Background: an optimization exercise with open tools, aiming at small area, a short achievable clock period and few clock cycles. Do not read the settings as production practice.
RTL that was checked went through simulation tests only; none was proved equivalent to the original.

Setup of job 8916:
## fhd_engine
module fhd_engine (
    input  wire         clk,
    input  wire         rst,         
    input  wire         in_valid,
    input  wire [7:0]   in_data,
    output wire         in_ready,
    output wire         busy,
    output wire [7:0]   status,
    output reg          dout_valid,
    output wire [127:0] digest
);
Settings: LEC_CHECK=0, CAP_MARGIN=20, CORE_MARGIN=2, CORE_UTILIZATION=40, SLEW_MARGIN=20, TNS_END_PERCENT=0, SETUP_SLACK_MARGIN=15; clock period 22.0 ns.
standard.sh (not shown) runs the stock make flow with config.mk's settings and CLKGATE_MAP_FILE= SYNTH_SCRIPT=/design/flow/synth_recipe.tcl, a recipe that flattens the netlist after the stock synthesis.
==> flow/flow/run.sh <==
#!/bin/bash
# Standard layout, with ORFS's timing repair (after CTS and after global
# routing) asked to reach a setup slack well above zero at the design's
# clock period, so that it sizes up the gates of the longest paths.
set -euo pipefail
MARGIN=15
cp config.mk config.orig.mk
echo "export SETUP_SLACK_MARGIN = ${MARGIN}" >> config.mk
bash standard.sh > standard.log 2>&1
Setup changes, job 8916 to job 2355
--- a/flow/design.v
+++ b/flow/design.v
@@ -54,44 +54,43 @@
     reg [31:0]  remaining;           
     reg [3:0]   byte_idx;            
     reg         last_q;              
     reg         final_mode;
     reg [5:0]   rnd;
     reg [1:0]   ph;
     reg [2:0]   iter;
     reg         fin_q;               
     reg         lv;                  
     reg         lzin;                
     reg [31:0]  pk;                  
     reg [4:0]   mi, mo;              
-    reg [31:0]  xwq;                 
     reg [1:0]   lp;
     assign status   = {4'b0000, cause_q, err_q, ready_q};
     assign in_ready = (state == S_IDLE) || (state == S_LEN) || (state == S_DATA);
     assign busy     = (state != S_IDLE);
     assign digest   = {s3, s2, s1, s0};
     wire accept = in_valid && in_ready;
     reg [31:0] kph;
     always @(*) begin
         case (ph)
             PH_A:    kph = AA;
             PH_B:    kph = BB;
             PH_C:    kph = CC;
             default: kph = DD;
         endcase
     end
     wire [63:0] q1   = csa(r1, r2, kph);
     wire [63:0] q2   = csa(q1[31:0], q1[63:32], r3);
     wire [31:0] pk_n = q2[31:0] + q2[63:32];
-    wire [31:0] xw   = xwq;                      
+    wire [31:0] xw   = lzin ? r3 : r0;           
     wire [31:0] sum4 = pk + xw;
     wire [31:0] lz   = (lp == PH_A) ? (sum4 ^ xw) : sum4;
     wire pa = lv && (lp == PH_A);
     wire pb = lv && (lp == PH_B);
     wire pc = lv && (lp == PH_C);
     wire pd = lv && (lp == PH_D);
     wire [31:0] s0e = pa ? lz : s0;
     wire [31:0] s1e = pb ? lz : s1;
     wire [31:0] s2e = pc ? lz : s2;
     wire [31:0] s3e = pd ? lz : s3;
     wire        fin1 = (state == S_FIN) && !fin_q;
     wire [31:0] x1 = s1 + (fin1 ? s2 : {s2[30:0], 1'b0}) + (fin1 ? s3e : {s3e[30:0], 1'b0});
@@ -325,20 +324,19 @@
                     if (!fin_q) begin
                         s0 <= x1;           
                     end else begin
                         s1         <= x1;
                         s2         <= x2;
                         s3         <= x3;
                         dout_valid <= 1'b1;
                         ready_q    <= 1'b0;
                         state      <= S_IDLE;
                     end
                 end
             endcase
-            xwq <= xn;
             if (state == S_COMP && !adv)
                 r0 <= xn;
             if (state == S_COMP && adv && do_step)
                 r3 <= xn;
         end
     end
 endmodule
Taking job 8916 as the reference, in job 2355 floorplan core area went down about 1.3%, met2 routed wirelength went up 1.4%, final non-filler cell total held, number of flip-flops and latches went down 32. | number of antenna violations at the first check in global routing | lower: job 2355 |. Re worst hold slack: job 2355 is 20 ps down on job 8916. Of the two values seen for capture point of the critical path, r3[26] was produced by job 2355 and r3[10] by job 8916. Compared with job 8916, maximum achievable frequency in job 2355 decreased by a few percent. | starting density of the core | job 2355 vs job 8916 | ≈ equal |. Final critical-path share of the clock period, job 8916 and job 2355, higher one = job 2355. In job 2355, non-clock buffer instance count of the final layout is higher than in job 8916. Job 8916 and job 2355 ended up with roughly the same multi-input gate area in the final layout. Job 2355 has wire length above what job 8916 had.
Testbench counts of job 2355, summed over its fixed seeds: cycles 244,057.
The RTL of job 8916 was laid out without a check of its function.

========
== lane 1 ==
fhd_engine, a different RTL version from the one above (not shown whole).
Size in the first run: roughly 7600 cells after synthesis, roughly 480 flip-flops, ~65000 µm² of cells after synthesis.
export LEC_CHECK = 0
export CAP_MARGIN = 20
export CORE_MARGIN = 2
export CORE_UTILIZATION = 40
export SLEW_MARGIN = 20
create_clock -name core_clock -period 22.0 [get_ports {clk}]
run.sh (not shown) runs the stock make flow with config.mk's settings and CLKGATE_MAP_FILE= SYNTH_SCRIPT=/design/flow/synth_recipe.tcl, a recipe that flattens the netlist after the stock synthesis.
Stock flow here: none of the scripts above is used.
Having completed the whole flow, lane 1 delivered a layout that passed the timing, DRC and antenna checks.
Input-level comparison between lane 2 and lane 1:
diff --git a/flow/design.v b/flow/design.v
--- a/flow/design.v
+++ b/flow/design.v
@@ -48,24 +48,25 @@
     reg [31:0]  p23;                 
     reg [127:0] pend;                
     reg         ready_q, err_q;
     reg [1:0]   cause_q;
     reg [2:0]   state;
     reg [31:0]  remaining;           
     reg [3:0]   byte_idx;            
     reg         last_q;              
     reg         final_mode;
     reg [5:0]   rnd;
     reg [1:0]   ph;
     reg [2:0]   iter;
+    reg         fin_q;               
     reg         lv;                  
     reg [1:0]   lp;
     assign status   = {4'b0000, cause_q, err_q, ready_q};
     assign in_ready = (state == S_IDLE) || (state == S_LEN) || (state == S_DATA);
     assign busy     = (state != S_IDLE);
     assign digest   = {s3, s2, s1, s0};
     wire accept = in_valid && in_ready;
     reg [31:0] klp;
     always @(*) begin
         case (lp)
             PH_A:    klp = AA;
             PH_B:    klp = BB;
@@ -77,26 +78,26 @@
     wire [63:0] q2   = csa(q1[31:0], q1[63:32], r3);
     wire [63:0] q3   = csa(q2[31:0], q2[63:32], klp);
     wire [31:0] sum4 = q3[31:0] + q3[63:32];
     wire [31:0] lz   = (lp == PH_A) ? (sum4 ^ r3) : sum4;
     wire pa = lv && (lp == PH_A);
     wire pb = lv && (lp == PH_B);
     wire pc = lv && (lp == PH_C);
     wire pd = lv && (lp == PH_D);
     wire [31:0] s0e = pa ? lz : s0;
     wire [31:0] s1e = pb ? lz : s1;
     wire [31:0] s2e = pc ? lz : s2;
     wire [31:0] s3e = pd ? lz : s3;
-    wire [31:0] x0 = s1 + s2 + s3e;
-    wire [31:0] x1 = s1 + {s2[30:0], 1'b0} + {s3e[30:0], 1'b0};
+    wire        fin1 = (state == S_FIN) && !fin_q;
+    wire [31:0] x1 = s1 + (fin1 ? s2 : {s2[30:0], 1'b0}) + (fin1 ? s3e : {s3e[30:0], 1'b0});
     wire [31:0] x2 = p23 + {s3e[29:0], 2'b00};
     wire [31:0] x3 = {p23[30:0], 1'b0} + {s3e[28:0], 3'b000} + ~s3e + 32'd1;
     wire [31:0] p23_n = {s1[30:0], 1'b0} + s2e + {s2e[30:0], 1'b0};
     reg [31:0] fl, kf, early, late, sq;
     reg [4:0]  m_in, m_out;
     always @(*) begin
         case (ph)
             PH_A: begin    
                 fl = (r0 ^ r1) | (r2 ^ r3);
                 kf = KF;
                 early = p23; late = {s3e[29:0], 2'b00}; sq = x3;
                 m_in = 5'd5; m_out = 5'd24;
@@ -114,29 +115,29 @@
                 m_in = 5'd13; m_out = 5'd11;
             end
             default: begin  
                 fl = (~r1 ^ r2) | (r3 ^ ~r0);
                 kf = KI;
                 early = 32'd0; late = s2e; sq = s2e;
                 m_in = 5'd8; m_out = 5'd3;
             end
         endcase
     end
     wire [4:0]  i5    = rnd[4:0];
     wire [31:0] roy   = rol32(r1, i5 & m_in & r0[4:0]);
-    wire [63:0] t1    = csa(r0, ~r2, r3 & r0);
-    wire [63:0] t2    = csa(r1 | r2, fl, kf);
-    wire [63:0] t3    = csa(t1[31:0], t1[63:32], t2[31:0]);
-    wire [63:0] t4    = csa(t3[31:0], t3[63:32], t2[63:32]);
-    wire [63:0] t5    = csa(t4[31:0], t4[63:32], early);
+    wire [63:0] t1    = csa(r0, ~r2, r3 & r0);                  
+    wire [63:0] t2    = csa(t1[31:0], t1[63:32], r1 | r2);
+    wire [63:0] t3    = csa(fl, kf, early);                       
+    wire [63:0] t4    = csa(t2[31:0], t2[63:32], t3[31:0]);
+    wire [63:0] t5    = csa(t4[31:0], t4[63:32], t3[63:32]);
     wire [63:0] t6    = csa(t5[31:0], t5[63:32], roy);
     wire [63:0] t7    = csa(t6[31:0], t6[63:32], late);
     wire [31:0] tsum  = t7[31:0] + t7[63:32];
     wire [31:0] xn    = rol32(tsum ^ sq, i5 & m_out);
     localparam [47:0] T5 = 48'b000100011010001000100011010001000100011010001000;
     localparam [191:0] A5 = 192'b100011010001000100011010011010001000100011010001010001000100011010001000001000100011010001000100000100011010001000100011100011010001000100011010011010001000100011010001010001000100011010001000;
     localparam [191:0] A7 = 192'b000110101100011010001000110101100011010001000110101100011010001000110101100011010001000110101100011010001000110101100011010001000110101100011010001000110101100011010001000110101100011010001000;
     wire       v_w5 = &r3[31:1];
     wire [2:0] e5 [0:7];
     wire [2:0] f5 [0:3];
     wire [2:0] g5 [0:1];
     genvar gi;
@@ -186,24 +187,25 @@
     wire        adv     = (ph == PH_A) || !do_step || (iter_n == ncur);
     wire [15:0] bsel   = 16'd1 << byte_idx;
     wire        last_c = (byte_idx == 4'd0) ? (remaining <= 32'd16) : last_q;
     integer j;
     always @(posedge clk) begin
         dout_valid <= 1'b0;
         if (rst) begin
             state   <= S_IDLE;
             ready_q <= 1'b0;
             err_q   <= 1'b0;
             cause_q <= 2'd0;
             lv      <= 1'b0;
+            fin_q   <= 1'b0;
         end else begin
             lv <= 1'b0;
             if (lv) begin
                 case (lp)
                     PH_A:    s0 <= lz;
                     PH_B:    s1 <= lz;
                     PH_C:    s2 <= lz;
                     default: s3 <= lz;
                 endcase
             end
             case (state)
                 S_IDLE: begin
@@ -309,24 +311,28 @@
                         if (ph == PH_D) begin
                             if (rnd == 6'd34)
                                 state <= final_mode ? S_FIN : S_DATA;
                             else
                                 rnd <= rnd + 6'd1;
                         end
                     end else begin
                         r0   <= xn;
                         iter <= iter_n;
                     end
                 end
                 default: begin    
-                    s0         <= x0;
-                    s1         <= x1;
-                    s2         <= x2;
-                    s3         <= x3;
-                    dout_valid <= 1'b1;
-                    ready_q    <= 1'b0;
-                    state      <= S_IDLE;
+                    fin_q <= !fin_q;
+                    if (!fin_q) begin
+                        s0 <= x1;           
+                    end else begin
+                        s1         <= x1;
+                        s2         <= x2;
+                        s3         <= x3;
+                        dout_valid <= 1'b1;
+                        ready_q    <= 1'b0;
+                        state      <= S_IDLE;
+                    end
                 end
             endcase
         end
     end
 endmodule
[summary]
Going from lane 1 to lane 2, area after detailed placement lower. Pin slew with the least headroom to its limit delta for lane 2 relative to lane 1: 0.022 ns lower. Higher area inside the core boundary was reported by lane 1, not lane 2. Lane 1 → lane 2: all-layer global routing usage went down, hold slack went up, die area went down. Comparing the two runs side by side, lane 2 comes out ahead of lane 1 on design area. Final routed wirelength across all metal layers down 4.3% in lane 2 wrt lane 1. The number of sinks on the clock net of lane 1 and that of lane 2 are within noise of each other. met2 track demand over resource ended up 0.70 points lower on lane 2 than on lane 1.
No run of this note included a check of the RTL's function; only the layout flow was run.

-- static timing again, ports no longer ideal --
Ports are ideal in the flow. The routed layouts listed here were re-timed in OpenROAD. Step 1 assumes that a clkbuf_16 drives the clock port and a buf_2 every other input. Step 2 also shifts input and output timing later by t, the mid clock arrival at the registers, as if the neighbouring blocks saw the same clock. a / b / c = ideal / step 1 / step 2; a / b = the first two.
run | shift t [ns] | slack for setup (ns) | worst data-port slew with drivers (ns) | pins driven straight from the clock port
job 8916 | 0.796 | 14.603 / 14.603 / 14.258 | 0.08 | 1
job 2355 | 0.797 | 14.235 / 14.235 / 13.799 | 0.06 | 1
lane 1 | 0.766 | 9.689 / 9.689 / 9.689 | 0.05 | 1
lane 2 | 0.753 | 9.677 / 9.677 / 9.677 | 0.04 | 1
After both steps every run listed still meets setup and hold. The setup slack of job 2355, which loses most, moves by 0.000 ns with the drivers and by -0.436 ns with both steps.
